What follows belongs to an exercise in optimizing a design on an open flow for small area, a short achievable clock period and few clock cycles per item; a production flow would make more cautious choices.
At most, simulation tests tie the RTL to the original design; equivalence was not proved.
Power and IR drop assume default switching activity.

## north
==> flow/design.v <==
module map_unit (
    input  wire        clk,
    input  wire        rst,
    input  wire        in_valid,
    output reg         in_ready,
    input  wire [15:0] isize,     
    input  wire [15:0] osize,     
    output reg         out_valid,
    output reg  [15:0] out_idx,
    output reg  [15:0] out_fnum,
    output reg         out_last,
    output reg         out_err
);
    reg         busy;           
    reg         div;            
    reg         p2;             
    reg         dvl, dvh;       
    reg         b;              
    reg  [15:0] q;              
    reg  [15:0] r;              
    reg  [15:0] nd;             
    reg  [15:0] cnt;            
    wire [16:0] x   = {dvh ? out_fnum[15:8] : {1'b0, out_fnum[15:9]},
                       dvl ? {out_fnum[7:0], b} : out_fnum[8:0]};
    wire [17:0] t   = {1'b0, x} + {2'b01, nd} + 18'd1;    
    wire        c   = t[17];                              
    wire [15:0] s   = out_fnum + r;
    wire [15:0] z   = {dvh ? x[15:8] : s[15:8], dvl ? x[7:0] : s[7:0]};
    wire [15:0] fn  = c ? t[15:0] : z;
    wire [15:0] ix0 = out_idx + q;
    wire [15:0] ix1 = ix0 + 16'd1;
    wire [15:0] ix  = c ? ix1 : ix0;           
    wire [15:0] above;                         
    assign above[15] = 1'b0;
    genvar k;
    generate
        for (k = 14; k >= 0; k = k - 1) begin : g_above
            assign above[k] = above[k+1] | r[k+1];
        end
    endgenerate
    wire [15:0] ptr = r & ~above;
    wire        bn  = |(q & {1'b0, ptr[15:1]});      
    wire        div_done = ~|r[15:1];
    wire        last_next = (cnt == 16'd2);
    wire        in_zero = (isize == 16'd0) || (osize == 16'd0);
    wire        in_last = in_zero || (osize[15:1] == 15'd0);
    always @(posedge clk) begin
        if (rst) begin
            busy      <= 1'b0;
            in_ready  <= 1'b1;
            div       <= 1'b0;
            p2        <= 1'b0;
            dvl       <= 1'b0;
            dvh       <= 1'b0;
            out_valid <= 1'b0;
        end else if (!busy) begin
            out_valid <= in_valid;
            busy      <= in_valid;
            in_ready  <= ~in_valid;
            div       <= 1'b1;
            p2        <= 1'b0;
            dvl       <= 1'b1;
            dvh       <= 1'b1;
        end else if (div) begin
            out_valid <= div_done & ~out_last;
            if (out_last) begin
                busy     <= 1'b0;
                in_ready <= 1'b1;
                div      <= 1'b0;
                dvl      <= 1'b0;
                dvh      <= 1'b0;
            end else if (div_done) begin
                div      <= 1'b0;
                p2       <= ~last_next;
                dvl      <= ~last_next;
                dvh      <= ~last_next;
                busy     <= ~last_next;
                in_ready <= last_next;
            end
        end else begin
            out_valid <= 1'b1;
            p2        <= 1'b0;
            dvl       <= 1'b0;
            dvh       <= 1'b0;
            busy      <= ~last_next;
            in_ready  <= last_next;
        end
    end
    integer i;
    always @(posedge clk) begin
        if (!busy) begin
            out_idx  <= 16'd0;
            out_fnum <= 16'd0;
            out_last <= in_last;
            out_err  <= in_zero;
            b        <= 1'b1;              
            q        <= isize;
            r        <= isize;
            nd       <= ~osize;
            cnt      <= osize;
        end else if (div) begin
            for (i = 0; i < 16; i = i + 1)
                if (ptr[i]) begin
                    q[i]       <= c;
                    out_idx[i] <= c;
                end
            b        <= bn;
            r        <= div_done ? nd : {1'b0, r[15:1]};
            out_fnum <= fn;
            if (div_done) begin
                out_last <= last_next;
                cnt      <= cnt - 16'd1;
            end
        end else begin
            out_idx  <= ix;
            out_fnum <= fn;
            out_last <= last_next;
            cnt      <= cnt - 16'd1;
            if (p2) begin
                r  <= out_fnum;
                nd <= s;
            end
        end
    end
endmodule
Settings: LEC_CHECK=0, CAP_MARGIN=20, CORE_MARGIN=2, CORE_UTILIZATION=40, SETUP_SLACK_MARGIN=5, SLEW_MARGIN=20; clock period 10.0 ns.
standard.sh (not shown) runs the stock make flow with config.mk's settings and CLKGATE_MAP_FILE= SYNTH_SCRIPT=/design/flow/synth_recipe.tcl, a recipe that flattens the netlist after the stock synthesis.
==> flow/flow/run.sh <==
#!/bin/bash
set -euo pipefail
sed 's/SETUP_SLACK_MARGIN=[0-9.]*/SETUP_SLACK_MARGIN=7/' standard.sh > standard_margin.sh
bash standard_margin.sh > standard.log 2>&1
north ran to completion and came out clean on the timing, DRC and antenna checks.
Testbench counts of north, summed over its fixed seeds: cycles 12,028, items 10,186.
Edits applied to the flow inputs when going from north to south:
--- a/flow/design.v
+++ b/flow/design.v
@@ -14,9 +14,11 @@
     reg         busy;           
     reg         div;            
     reg         p2;             
     reg         dvl, dvh;       
+    reg  [4:0]  nz;             
     reg         b;              
+    reg  [3:0]  step;           
     reg  [15:0] q;              
     reg  [15:0] r;              
     reg  [15:0] nd;             
     reg  [15:0] cnt;            
@@ -29,22 +31,19 @@
     wire [15:0] fn  = c ? t[15:0] : z;
     wire [15:0] ix0 = out_idx + q;
     wire [15:0] ix1 = ix0 + 16'd1;
     wire [15:0] ix  = c ? ix1 : ix0;           
-    wire [15:0] above;                         
-    assign above[15] = 1'b0;
-    genvar k;
-    generate
-        for (k = 14; k >= 0; k = k - 1) begin : g_above
-            assign above[k] = above[k+1] | r[k+1];
-        end
-    endgenerate
-    wire [15:0] ptr = r & ~above;
-    wire        bn  = |(q & {1'b0, ptr[15:1]});      
-    wire        div_done = ~|r[15:1];
+    wire [15:0] sh  = {{4{nz[4]}}, {2{nz[3]}}, {2{nz[2]}}, {2{nz[1]}},
+                       {2{nz[0]}}, 4'b1111};
+    wire [15:0] qn  = (sh & {q[14:0], c}) | (~sh & q);
+    wire        bn  = nz[4] ? q[14] : nz[3] ? q[10] : nz[2] ? q[8] :
+                      nz[1] ? q[6]  : nz[0] ? q[4]  : q[2];
     wire        last_next = (cnt == 16'd2);
+    wire        div_done  = (step == 4'd0);
     wire        in_zero = (isize == 16'd0) || (osize == 16'd0);
     wire        in_last = in_zero || (osize[15:1] == 15'd0);
+    wire [4:0]  in_nz   = {|isize[15:12], |isize[15:10], |isize[15:8],
+                           |isize[15:6], |isize[15:4]};
     always @(posedge clk) begin
         if (rst) begin
             busy      <= 1'b0;
             in_ready  <= 1'b1;
@@ -85,28 +84,29 @@
             busy      <= ~last_next;
             in_ready  <= last_next;
         end
     end
-    integer i;
     always @(posedge clk) begin
         if (!busy) begin
             out_idx  <= 16'd0;
             out_fnum <= 16'd0;
             out_last <= in_last;
             out_err  <= in_zero;
-            b        <= 1'b1;              
+            nz       <= in_nz;
+            b        <= in_nz[4] ? isize[15] : in_nz[3] ? isize[11] :
+                        in_nz[2] ? isize[9]  : in_nz[1] ? isize[7]  :
+                        in_nz[0] ? isize[5]  : isize[3];
+            step     <= in_nz[4] ? 4'd15 : in_nz[3] ? 4'd11 : in_nz[2] ? 4'd9 :
+                        in_nz[1] ? 4'd7  : in_nz[0] ? 4'd5  : 4'd3;
             q        <= isize;
-            r        <= isize;
+            r        <= ~osize;
             nd       <= ~osize;
             cnt      <= osize;
         end else if (div) begin
-            for (i = 0; i < 16; i = i + 1)
-                if (ptr[i]) begin
-                    q[i]       <= c;
-                    out_idx[i] <= c;
-                end
-            b        <= bn;
-            r        <= div_done ? nd : {1'b0, r[15:1]};
+            step     <= step - 4'd1;
+            b        <= ~div_done & bn;
+            q        <= qn;
+            out_idx  <= qn;
             out_fnum <= fn;
             if (div_done) begin
                 out_last <= last_next;
                 cnt      <= cnt - 16'd1;
[summary]
Area share of fa/ha/maj cells after synthesis for south: 0.25 points up relative to north
[compare] base=north new=south: clock skew barely changed; slew at the pin with the worst max-slew slack dropped 0.11 ns; fmax dropped about 11%.
Setup WNS north -> south: worse
When south is set beside north, its total global routing track utilization turns out to be 2.7 points smaller.
Routed wire length: north and south compared, lower one is south
Looking only at cell area power density, and setting everything else aside, the lower value of north and south goes to north.
No functional check of the RTL was part of south.

==> what the ideal ports hide <==
The flow's constraints put no driver on any port. The routed layouts listed below were extracted and timed again, unchanged, in two steps.
Step 1 sets driving cells, clkbuf_16 on the clock port and buf_2 on the other inputs (assumed; they add their load-dependent delay and slew).
Step 2, shift: input delay + t, output delay - t, t = (earliest + latest rising clock arrival at the registers) / 2. This alone moves slack from input paths to output paths.
Slacks: ideal / step 1 / step 2; pairs: ideal / step 1.
run | t (ns) | setup slack, ns | clock arrival spread, ns | worst data-port slew with drivers (ns)
north | 0.404 | 6.989 / 6.945 / 6.707 | 0.012 / 0.012 | 0.03
south | 0.453 | 6.630 / 6.639 / 6.186 | 0.011 / 0.011 | 0.05
After both steps setup and hold are still met in every run listed. The setup slack of south, which loses most, moves by +0.009 ns with the drivers and by -0.444 ns with both steps.
